What follows belongs to an exercise in optimizing a design on an open flow for small area, a short achievable clock period and few clock cycles per item; a production flow would make more cautious choices. Only simulation tests tie the RTL to the original design; equivalence was not proved. Power and IR drop assume default switching activity.

==> flow/design.v <==
module frame_decoder #(
    parameter MAX_LEN = 64
) (
    input  wire       clk,
    input  wire       rst,
    input  wire       rx_valid,
    output wire       rx_ready,
    input  wire [7:0] rx_data,
    output reg        out_valid,
    input  wire       out_ready,
    output reg  [7:0] out_data,
    output reg  [1:0] out_status,
    output reg        out_last
);
    localparam MAX_SPAN = MAX_LEN + 3;   
    localparam P        = MAX_LEN - 1;   
    localparam R        = P + 2;         
    localparam QD       = 8;             
    localparam ST_OK      = 2'd0;
    localparam ST_BAD     = 2'd1;
    localparam ST_BAD_CRC = 2'd2;
    function [15:0] crc_step(input [15:0] c, input [7:0] b);
        reg [7:0] x;
        begin
            x = c[15:8] ^ b;
            x = x ^ (x >> 4);
            crc_step = (c << 8) ^ ({8'd0, x} << 12) ^ ({8'd0, x} << 5) ^ {8'd0, x};
        end
    endfunction
    reg        rdy;        
    reg        h0;         
    reg [7:0]  d0;
    reg        z0;         
    reg        o0;         
    reg        w_ok;       
    reg        q_ok;       
    reg        hunt;
    reg [6:0]  slen;       
    reg        s0;         
    reg        sf;         
    reg [6:0]  cnt;        
    reg        c0;         
    reg [5:0]  nt;         
    reg [7:0]  u_new;      
    reg [7:0]  u_old;      
    reg [15:0] crc;        
    reg        in_dp;      
    reg [8:0]  ring [0:R-1];   
    reg [6:0]  wl;         
    reg        wl_last;    
    reg [6:0]  rl;         
    reg        rl0;        
    reg [6:0]  live;       
    reg        l0;         
    reg [QD-1:0] q;        
    reg [3:0]    qn;       
    reg          q_ne;     
    reg        hv;         
    reg [7:0]  hd;
    reg        bv;         
    reg [7:0]  bd;
    reg [1:0]  bs;
    reg        bl;
    assign rx_ready = rdy;
    wire       go      = h0 & w_ok & q_ok;
    wire       enter   = go & hunt & z0;
    wire       acc     = go & ~hunt;
    wire       take    = acc & ~z0 & ~sf;
    wire       emit    = take & ~(c0 & s0);
    wire [7:0] e       = c0 ? 8'h00 : d0;
    wire       dwr     = emit & nt[1];
    wire       close   = acc & z0 & ~s0;
    wire       over    = acc & ~z0 & sf;
    wire       bad     = ~c0 | ~nt[5];
    wire       crc_ok  = (crc == {u_new, u_old});
    wire [1:0] verdict = (over | bad) ? ST_BAD : crc_ok ? ST_OK : ST_BAD_CRC;
    wire       mark    = close | over;
    wire       wr      = w_ok & (dwr | mark | ~in_dp);
    wire [8:0] wdata   = dwr  ? {1'b1, u_old} :
                         mark ? {1'b0, 5'd0, 1'b1, verdict} : 9'd0;
    wire [8:0] s       = ring[P];
    wire       s_byte  = s[8];
    wire       s_mark  = ~s[8] & s[2];
    wire       s_fill  = ~s[8] & ~s[2];
    wire       room    = ~bv;      
    wire       r_at    = rl0 & ~l0;
    wire       c_byte  = s_byte & (~hv | (q_ne & (~q[0] | room)));
    wire       c_mark  = s_mark & q_ne & room;
    wire       rd      = r_at & (s_fill | c_byte | c_mark);
    wire       emit_h  = r_at & s_byte & hv & q_ne & q[0] & room;
    wire       emit_m  = r_at & c_mark;
    wire       push    = emit_h | emit_m;
    wire [1:0] p_st    = emit_m ? s[1:0] : ST_OK;
    wire       pop     = out_valid & out_ready;
    integer k;
    always @(posedge clk) begin
        ring[0] <= wr ? wdata : ring[R-1];
        for (k = 1; k < R; k = k + 1) ring[k] <= ring[k-1];
    end
    wire       up      = wr & ~rd;
    wire       dn      = ~wr & rd;
    wire [6:0] live_p  = live + 1'b1;
    wire [6:0] live_m  = live - 1'b1;
    wire [6:0] live_n  = up ? live_p : dn ? live_m : live;
    wire       full_n  = up ? (live == R - 1) : dn ? 1'b0 : (live == R);
    wire       l0_n    = up ? 1'b0 : dn ? (live == 7'd1) : l0;
    wire       w_ok_n  = (wr | wl_last) & ~full_n;
    wire       okb     = (verdict == ST_OK);
    wire [3:0] qn_p    = qn + 1'b1;
    wire [3:0] qn_m    = qn - 1'b1;
    wire [3:0] qn_n    = (mark & ~emit_m) ? qn_p : (~mark & emit_m) ? qn_m : qn;
    wire       q_ne_n  = mark | (qn > 4'd1) | ((qn == 4'd1) & ~emit_m);
    wire       q_ok_n  = (qn < QD - 1);      
    wire       h0_n    = rdy ? rx_valid : h0;
    integer j;
    always @(posedge clk) begin
        if (rst) begin
            rdy   <= 1'b1;
            h0    <= 1'b0;
            w_ok  <= 1'b1;
            q_ok  <= 1'b1;
            hunt  <= 1'b1;
            slen  <= 7'd0;
            s0    <= 1'b1;
            sf    <= 1'b0;
            cnt   <= 7'd0;
            c0    <= 1'b1;
            nt    <= 6'd0;
            crc   <= 16'hFFFF;
            in_dp <= 1'b0;
            wl    <= 7'd0;
            wl_last <= 1'b0;
            rl    <= R - P - 1;
            rl0   <= 1'b0;
            live  <= 7'd0;
            l0    <= 1'b1;
            qn    <= 4'd0;
            q_ne  <= 1'b0;
            hv    <= 1'b0;
            bv    <= 1'b0;
            out_valid <= 1'b0;
        end else begin
            rdy <= ~h0_n | (w_ok_n & q_ok_n);
            h0  <= h0_n;
            if (rdy) begin
                d0 <= rx_data;
                z0 <= (rx_data == 8'h00);
                o0 <= (rx_data == 8'h01);
            end
            if (enter) begin
                hunt <= 1'b0;
                slen <= 7'd0;
                s0   <= 1'b1;
                sf   <= 1'b0;
                cnt  <= 7'd0;
                c0   <= 1'b1;
                nt   <= 6'd0;
                crc  <= 16'hFFFF;
            end
            if (mark) hunt <= 1'b1;
            if (take) begin
                slen <= slen + 1'b1;
                s0   <= 1'b0;
                sf   <= (slen == MAX_SPAN - 1);
                if (c0) begin
                    cnt <= d0[7] ? 7'h7F : (d0[6:0] - 1'b1);
                    c0  <= o0;
                end else begin
                    cnt <= cnt - 1'b1;
                    c0  <= (cnt == 7'd1);
                end
            end
            if (emit) begin
                if (nt[1]) crc <= crc_step(crc, u_old);
                u_old <= u_new;
                u_new <= e;
                nt    <= {nt[4:0], 1'b1};
            end
            if (dwr)  in_dp <= 1'b1;
            if (mark) in_dp <= 1'b0;
            wl      <= wr ? 7'd0 : wl_last ? 7'd0 : wl + 1'b1;
            wl_last <= ~wr & (wl == R - 2);
            live    <= live_n;
            l0      <= l0_n;
            w_ok    <= w_ok_n;
            for (j = 0; j < QD; j = j + 1) begin
                if (mark && (emit_m ? (qn == j + 1) : (qn == j)))
                    q[j] <= okb;
                else if (emit_m)
                    q[j] <= (j == QD - 1) ? 1'b0 : q[j+1];
            end
            qn   <= qn_n;
            q_ne <= q_ne_n;
            q_ok <= q_ok_n;
            rl  <= rd ? 7'd0 : (rl == R - 1) ? 7'd0 : rl + 1'b1;
            rl0 <= rd | (rl == R - 1);
            if (rd & s_byte) begin
                hv <= 1'b1;
                hd <= s[7:0];
            end
            if (emit_m) hv <= 1'b0;
            if (~out_valid | pop) begin
                if (bv) begin
                    out_valid  <= 1'b1;
                    out_data   <= bd;
                    out_status <= bs;
                    out_last   <= bl;
                    bv         <= push;
                end else begin
                    out_valid  <= push;
                    out_data   <= hd;
                    out_status <= p_st;
                    out_last   <= emit_m;
                end
            end else if (push) begin
                bv <= 1'b1;
            end
            if (push) begin
                bd <= hd;
                bs <= p_st;
                bl <= emit_m;
            end
        end
    end
endmodule
export LEC_CHECK = 0
export ABC_CLOCK_PERIOD_IN_PS = 2300
export CAP_MARGIN = 20
export CORE_MARGIN = 2
export CORE_UTILIZATION = 40
export PLACE_DENSITY = 0.6
export SETUP_SLACK_MARGIN = 3.7
export SLEW_MARGIN = 20
create_clock -name core_clock -period 6.0 [get_ports {clk}]
run.sh (not shown) runs the stock make flow with config.mk's settings and CLKGATE_MAP_FILE= SYNTH_SCRIPT=/design/flow/synth_recipe.tcl, a recipe that flattens the netlist after the stock synthesis.
The starting point passed the timing, DRC and antenna checks.
Testbench counts at the start, summed over its fixed seeds: cycles 46,880, frames 1,200.
Change:
--- a/flow/design.v
+++ b/flow/design.v
@@ -28,13 +28,12 @@
         end
     endfunction
     reg        rdy;        
     reg        h0;         
     reg [7:0]  d0;
     reg        z0;         
-    reg        o0;         
     reg        w_ok;       
     reg        q_ok;       
     reg        hunt;
     reg [6:0]  slen;       
     reg        s0;         
     reg        sf;         
@@ -47,14 +46,15 @@
     reg        in_dp;      
     reg [8:0]  ring [0:R-1];   
     reg [6:0]  wl;         
     reg        wl_last;    
     reg [6:0]  rl;         
     reg        rl0;        
-    reg [6:0]  live;       
     reg        l0;         
+    reg        lfull;      
+    reg        ldir;       
     reg [QD-1:0] q;        
     reg [3:0]    qn;       
     reg          q_ne;     
     reg        hv;         
     reg [7:0]  hd;
     reg        bv;         
@@ -96,17 +96,17 @@
     always @(posedge clk) begin
         ring[0] <= wr ? wdata : ring[R-1];
         for (k = 1; k < R; k = k + 1) ring[k] <= ring[k-1];
     end
     wire       up      = wr & ~rd;
     wire       dn      = ~wr & rd;
-    wire [6:0] live_p  = live + 1'b1;
-    wire [6:0] live_m  = live - 1'b1;
-    wire [6:0] live_n  = up ? live_p : dn ? live_m : live;
-    wire       full_n  = up ? (live == R - 1) : dn ? 1'b0 : (live == R);
-    wire       l0_n    = up ? 1'b0 : dn ? (live == 7'd1) : l0;
+    wire [6:0] wl_i    = wl_last ? 7'd0 : wl + 1'b1;
+    wire       lz_n    = up ? (rl == 7'd0) : dn ? (wl == R - 2) : (l0 | lfull);
+    wire       ldir_n  = up | (ldir & ~dn);
+    wire       full_n  = lz_n & ldir_n;
+    wire       l0_n    = lz_n & ~ldir_n;
     wire       w_ok_n  = (wr | wl_last) & ~full_n;
     wire       okb     = (verdict == ST_OK);
     wire [3:0] qn_p    = qn + 1'b1;
     wire [3:0] qn_m    = qn - 1'b1;
     wire [3:0] qn_n    = (mark & ~emit_m) ? qn_p : (~mark & emit_m) ? qn_m : qn;
     wire       q_ne_n  = mark | (qn > 4'd1) | ((qn == 4'd1) & ~emit_m);
@@ -129,26 +129,26 @@
             crc   <= 16'hFFFF;
             in_dp <= 1'b0;
             wl    <= 7'd0;
             wl_last <= 1'b0;
             rl    <= R - P - 1;
             rl0   <= 1'b0;
-            live  <= 7'd0;
             l0    <= 1'b1;
+            lfull <= 1'b0;
+            ldir  <= 1'b0;
             qn    <= 4'd0;
             q_ne  <= 1'b0;
             hv    <= 1'b0;
             bv    <= 1'b0;
             out_valid <= 1'b0;
         end else begin
             rdy <= ~h0_n | (w_ok_n & q_ok_n);
             h0  <= h0_n;
             if (rdy) begin
                 d0 <= rx_data;
                 z0 <= (rx_data == 8'h00);
-                o0 <= (rx_data == 8'h01);
             end
             if (enter) begin
                 hunt <= 1'b0;
                 slen <= 7'd0;
                 s0   <= 1'b1;
                 sf   <= 1'b0;
@@ -161,13 +161,13 @@
             if (take) begin
                 slen <= slen + 1'b1;
                 s0   <= 1'b0;
                 sf   <= (slen == MAX_SPAN - 1);
                 if (c0) begin
                     cnt <= d0[7] ? 7'h7F : (d0[6:0] - 1'b1);
-                    c0  <= o0;
+                    c0  <= (d0 == 8'h01);
                 end else begin
                     cnt <= cnt - 1'b1;
                     c0  <= (cnt == 7'd1);
                 end
             end
             if (emit) begin
@@ -175,16 +175,17 @@
                 u_old <= u_new;
                 u_new <= e;
                 nt    <= {nt[4:0], 1'b1};
             end
             if (dwr)  in_dp <= 1'b1;
             if (mark) in_dp <= 1'b0;
-            wl      <= wr ? 7'd0 : wl_last ? 7'd0 : wl + 1'b1;
+            wl      <= wr ? 7'd0 : wl_i;
             wl_last <= ~wr & (wl == R - 2);
-            live    <= live_n;
             l0      <= l0_n;
+            lfull   <= full_n;
+            ldir    <= ldir_n;
             w_ok    <= w_ok_n;
             for (j = 0; j < QD; j = j + 1) begin
                 if (mark && (emit_m ? (qn == j + 1) : (qn == j)))
                     q[j] <= okb;
                 else if (emit_m)
                     q[j] <= (j == QD - 1) ? 1'b0 : q[j+1];
Outcome: Wire length fell slightly; final cell count fell slightly; die area fell slightly; worst setup slack is better by 0.051 ns; first-iteration DRC count rose by roughly a tenth; synthesized cell count fell slightly; cell area fell slightly; utilization rose by 0.36 points; total power hardly moves; sequential power barely changes.
Testbench counts after the change, summed over its fixed seeds: cycles 46,880, frames 1,200.

Setup of job 8855:
frame_decoder, a different RTL version from the one above (not shown whole).
Size in the first run: about 730 flip-flops.
==> module frame_decoder, before the edit <==
module frame_decoder #(
    parameter MAX_LEN = 64
) (
    input  wire       clk,
    input  wire       rst,
    input  wire       rx_valid,
    output wire       rx_ready,
    input  wire [7:0] rx_data,
    output reg        out_valid,
    input  wire       out_ready,
    output reg  [7:0] out_data,
    output reg  [1:0] out_status,
    output reg        out_last
);
    localparam MAX_SPAN = MAX_LEN + 3;   
    localparam P        = MAX_LEN - 1;   
    localparam R        = P + 2;         
    localparam QD       = 8;             
    localparam ST_OK      = 2'd0;
    localparam ST_BAD     = 2'd1;
    localparam ST_BAD_CRC = 2'd2;
    function [15:0] crc_step(input [15:0] c, input [7:0] b);
        reg [7:0] x;
        begin
            x = c[15:8] ^ b;
            x = x ^ (x >> 4);
            crc_step = (c << 8) ^ ({8'd0, x} << 12) ^ ({8'd0, x} << 5) ^ {8'd0, x};
        end
    endfunction
    reg        rdy;        
    reg        h0;         
    reg [7:0]  d0;
    reg        z0;         
    reg        o0;         
    reg        w_ok;       
    reg        q_ok;       
    reg        hunt;
    reg [6:0]  slen;       
    reg        s0;         
    reg        sf;         
    reg [6:0]  cnt;        
    reg        c0;         
    reg [5:0]  nt;         
    reg [7:0]  u_new;      
    reg [7:0]  u_old;      
    reg [15:0] crc;        
    reg        in_dp;      
    reg [8:0]  ring [0:R-1];   
    reg [6:0]  wl;         
    reg        wl_last;    
    reg [6:0]  rl;         
    reg        rl0;        
    reg [6:0]  live;       
    reg        l0;         
    reg [QD-1:0] q;        
    reg [3:0]    qn;       
    reg          q_ne;     
    reg        hv;         
    reg [7:0]  hd;
    reg        bv;         
    reg [7:0]  bd;
    reg [1:0]  bs;
    reg        bl;
    assign rx_ready = rdy;
    wire       go      = h0 & w_ok & q_ok;
    wire       enter   = go & hunt & z0;
    wire       acc     = go & ~hunt;
    wire       take    = acc & ~z0 & ~sf;
    wire       emit    = take & ~(c0 & s0);
    wire [7:0] e       = c0 ? 8'h00 : d0;
    wire       dwr     = emit & nt[1];
    wire       close   = acc & z0 & ~s0;
    wire       over    = acc & ~z0 & sf;
    wire       bad     = ~c0 | ~nt[5];
    wire       crc_ok  = (crc == {u_new, u_old});
    wire [1:0] verdict = (over | bad) ? ST_BAD : crc_ok ? ST_OK : ST_BAD_CRC;
    wire       mark    = close | over;
    wire       wr      = w_ok & (dwr | mark | ~in_dp);
    wire [8:0] wdata   = dwr  ? {1'b1, u_old} :
                         mark ? {1'b0, 5'd0, 1'b1, verdict} : 9'd0;
    wire [8:0] s       = ring[P];
    wire       s_byte  = s[8];
    wire       s_mark  = ~s[8] & s[2];
    wire       s_fill  = ~s[8] & ~s[2];
    wire       room    = ~bv;      
    wire       r_at    = rl0 & ~l0;
    wire       c_byte  = s_byte & (~hv | (q_ne & (~q[0] | room)));
    wire       c_mark  = s_mark & q_ne & room;
    wire       rd      = r_at & (s_fill | c_byte | c_mark);
    wire       emit_h  = r_at & s_byte & hv & q_ne & q[0] & room;
    wire       emit_m  = r_at & c_mark;
    wire       push    = emit_h | emit_m;
    wire [1:0] p_st    = emit_m ? s[1:0] : ST_OK;
    wire       pop     = out_valid & out_ready;
    integer k;
    always @(posedge clk) begin
        ring[0] <= wr ? wdata : ring[R-1];
        for (k = 1; k < R; k = k + 1) ring[k] <= ring[k-1];
    end
    wire       up      = wr & ~rd;
    wire       dn      = ~wr & rd;
    wire       full_n  = up ? (live == R - 1) : dn ? 1'b0 : (live == R);
    wire       l0_n    = up ? 1'b0 : dn ? (live == 7'd1) : l0;
    wire       w_ok_n  = (wr | wl_last) & ~full_n;
    wire       okb     = (verdict == ST_OK);
    wire [3:0] qn_n    = qn + {3'd0, mark} - {3'd0, emit_m};
    wire       q_ok_n  = (qn_n != QD);
    wire       h0_n    = rdy ? rx_valid : h0;
    integer j;
    always @(posedge clk) begin
        if (rst) begin
            rdy   <= 1'b1;
            h0    <= 1'b0;
            w_ok  <= 1'b1;
            q_ok  <= 1'b1;
            hunt  <= 1'b1;
            slen  <= 7'd0;
            s0    <= 1'b1;
            sf    <= 1'b0;
            cnt   <= 7'd0;
            c0    <= 1'b1;
            nt    <= 6'd0;
            crc   <= 16'hFFFF;
            in_dp <= 1'b0;
            wl    <= 7'd0;
            wl_last <= 1'b0;
            rl    <= R - P - 1;
            rl0   <= 1'b0;
            live  <= 7'd0;
            l0    <= 1'b1;
            qn    <= 4'd0;
            q_ne  <= 1'b0;
            hv    <= 1'b0;
            bv    <= 1'b0;
            out_valid <= 1'b0;
        end else begin
            rdy <= ~h0_n | (w_ok_n & q_ok_n);
            h0  <= h0_n;
            if (rdy) begin
                d0 <= rx_data;
                z0 <= (rx_data == 8'h00);
                o0 <= (rx_data == 8'h01);
            end
            if (enter) begin
                hunt <= 1'b0;
                slen <= 7'd0;
                s0   <= 1'b1;
                sf   <= 1'b0;
                cnt  <= 7'd0;
                c0   <= 1'b1;
                nt   <= 6'd0;
                crc  <= 16'hFFFF;
            end
            if (mark) hunt <= 1'b1;
            if (take) begin
                slen <= slen + 1'b1;
                s0   <= 1'b0;
                sf   <= (slen == MAX_SPAN - 1);
                if (c0) begin
                    cnt <= d0[7] ? 7'h7F : (d0[6:0] - 1'b1);
                    c0  <= o0;
                end else begin
                    cnt <= cnt - 1'b1;
                    c0  <= (cnt == 7'd1);
                end
            end
            if (emit) begin
                if (nt[1]) crc <= crc_step(crc, u_old);
                u_old <= u_new;
                u_new <= e;
                nt    <= {nt[4:0], 1'b1};
            end
            if (dwr)  in_dp <= 1'b1;
            if (mark) in_dp <= 1'b0;
            wl      <= wr ? 7'd0 : wl_last ? 7'd0 : wl + 1'b1;
            wl_last <= ~wr & (wl == R - 2);
            live    <= live + {6'd0, wr} - {6'd0, rd};
            l0      <= l0_n;
            w_ok    <= w_ok_n;
            for (j = 0; j < QD; j = j + 1) begin
                if (mark && (qn - {3'd0, emit_m}) == j)
                    q[j] <= okb;
                else if (emit_m)
                    q[j] <= (j == QD - 1) ? 1'b0 : q[j+1];
            end
            qn   <= qn_n;
            q_ne <= (qn_n != 4'd0);
            q_ok <= q_ok_n;
            rl  <= rd ? 7'd0 : (rl == R - 1) ? 7'd0 : rl + 1'b1;
            rl0 <= rd | (rl == R - 1);
            if (rd & s_byte) begin
                hv <= 1'b1;
                hd <= s[7:0];
            end
            if (emit_m) hv <= 1'b0;
            if (~out_valid | pop) begin
                if (bv) begin
                    out_valid  <= 1'b1;
                    out_data   <= bd;
                    out_status <= bs;
                    out_last   <= bl;
                    bv         <= push;
                end else begin
                    out_valid  <= push;
                    out_data   <= hd;
                    out_status <= p_st;
                    out_last   <= emit_m;
                end
            end else if (push) begin
                bv <= 1'b1;
            end
            if (push) begin
                bd <= hd;
                bs <= p_st;
                bl <= emit_m;
            end
        end
    end
endmodule
Settings: LEC_CHECK=0, ABC_CLOCK_PERIOD_IN_PS=2300, CAP_MARGIN=20, CORE_MARGIN=2, CORE_UTILIZATION=40, PLACE_DENSITY=0.6, SETUP_SLACK_MARGIN=3.7, SLEW_MARGIN=20; clock period 6.0 ns.
Testbench counts of job 8855, summed over its fixed seeds: cycles 46,880, frames 1,200.
diff inputs: job 8855 => job 1177
--- a/flow/design.v
+++ b/flow/design.v
@@ -54,16 +54,12 @@
     reg        l0;         
     reg [QD-1:0] q;        
     reg [3:0]    qn;       
     reg          q_ne;     
     reg        hv;         
     reg [7:0]  hd;
-    reg        bv;         
-    reg [7:0]  bd;
-    reg [1:0]  bs;
-    reg        bl;
     assign rx_ready = rdy;
     wire       go      = h0 & w_ok & q_ok;
     wire       enter   = go & hunt & z0;
     wire       acc     = go & ~hunt;
     wire       take    = acc & ~z0 & ~sf;
     wire       emit    = take & ~(c0 & s0);
@@ -79,22 +75,19 @@
     wire [8:0] wdata   = dwr  ? {1'b1, u_old} :
                          mark ? {1'b0, 5'd0, 1'b1, verdict} : 9'd0;
     wire [8:0] s       = ring[P];
     wire       s_byte  = s[8];
     wire       s_mark  = ~s[8] & s[2];
     wire       s_fill  = ~s[8] & ~s[2];
-    wire       room    = ~bv;      
+    wire       out_free = ~out_valid | out_ready;
     wire       r_at    = rl0 & ~l0;
-    wire       c_byte  = s_byte & (~hv | (q_ne & (~q[0] | room)));
-    wire       c_mark  = s_mark & q_ne & room;
+    wire       c_byte  = s_byte & (~hv | (q_ne & (~q[0] | out_free)));
+    wire       c_mark  = s_mark & q_ne & out_free;
     wire       rd      = r_at & (s_fill | c_byte | c_mark);
-    wire       emit_h  = r_at & s_byte & hv & q_ne & q[0] & room;
+    wire       emit_h  = r_at & s_byte & hv & q_ne & q[0] & out_free;
     wire       emit_m  = r_at & c_mark;
-    wire       push    = emit_h | emit_m;
-    wire [1:0] p_st    = emit_m ? s[1:0] : ST_OK;
-    wire       pop     = out_valid & out_ready;
     integer k;
     always @(posedge clk) begin
         ring[0] <= wr ? wdata : ring[R-1];
         for (k = 1; k < R; k = k + 1) ring[k] <= ring[k-1];
     end
     wire       up      = wr & ~rd;
@@ -128,13 +121,12 @@
             rl0   <= 1'b0;
             live  <= 7'd0;
             l0    <= 1'b1;
             qn    <= 4'd0;
             q_ne  <= 1'b0;
             hv    <= 1'b0;
-            bv    <= 1'b0;
             out_valid <= 1'b0;
         end else begin
             rdy <= ~h0_n | (w_ok_n & q_ok_n);
             h0  <= h0_n;
             if (rdy) begin
                 d0 <= rx_data;
@@ -185,35 +177,21 @@
             end
             qn   <= qn_n;
             q_ne <= (qn_n != 4'd0);
             q_ok <= q_ok_n;
             rl  <= rd ? 7'd0 : (rl == R - 1) ? 7'd0 : rl + 1'b1;
             rl0 <= rd | (rl == R - 1);
+            if (out_valid & out_ready) out_valid <= 1'b0;
             if (rd & s_byte) begin
                 hv <= 1'b1;
                 hd <= s[7:0];
             end
+            if (emit_h | emit_m) begin
+                out_valid  <= 1'b1;
+                out_data   <= hd;
+                out_status <= emit_m ? s[1:0] : ST_OK;
+                out_last   <= emit_m;
+            end
             if (emit_m) hv <= 1'b0;
-            if (~out_valid | pop) begin
-                if (bv) begin
-                    out_valid  <= 1'b1;
-                    out_data   <= bd;
-                    out_status <= bs;
-                    out_last   <= bl;
-                    bv         <= push;
-                end else begin
-                    out_valid  <= push;
-                    out_data   <= hd;
-                    out_status <= p_st;
-                    out_last   <= emit_m;
-                end
-            end else if (push) begin
-                bv <= 1'b1;
-            end
-            if (push) begin
-                bd <= hd;
-                bs <= p_st;
-                bl <= emit_m;
-            end
         end
     end
 endmodule
[summary]
Job 1177 ends up with a placed cell count that is about 3% lower than in job 8855.
Going from job 8855 to job 1177, final core utilization up 0.24 points, routed wire length went up by about 1.2%, post-layout instance area went down, power dropped about 2.4%, relative area change from synthesis to final layout climbed 1.1 points.
Of job 8855 and job 1177, the higher count of clock-buffer cells in the layout belongs to job 8855.
Testbench counts of job 1177, summed over its fixed seeds: cycles 46,880, frames 1,200.

## afterwards: timing with drivers on the ports
The flow's constraints put no driver on any port. The routed layouts listed below were extracted and timed again, unchanged, in two steps. Step 1, drivers: a clkbuf_16 drives clk and a buf_2 each remaining input, both assumed. Step 2, shift: input delay + t, output delay - t, t = (earliest + latest rising clock arrival at the registers) / 2. This alone moves slack from input paths to output paths. Three values: ideal, step 1, step 2; two values: the first two.
run | t, ns | slack for setup (ns) | worst data-port slew with drivers (ns) | pins driven straight from the clock port
the first run of note 1 | 0.614 | 3.655 / 3.652 / 3.244 | 0.03 | 1
the second run of note 1 | 0.615 | 3.706 / 3.654 / 3.374 | 0.04 | 1
job 8855 | 0.623 | 3.457 / 3.457 / 3.213 | 0.04 | 1
job 1177 | 0.621 | 3.181 / 3.202 / 2.581 | 0.04 | 1
After both steps setup and hold are still met in every run listed. For job 1177, which loses most, drivers alone change the setup slack by +0.021 ns; drivers and shift together by -0.600 ns.
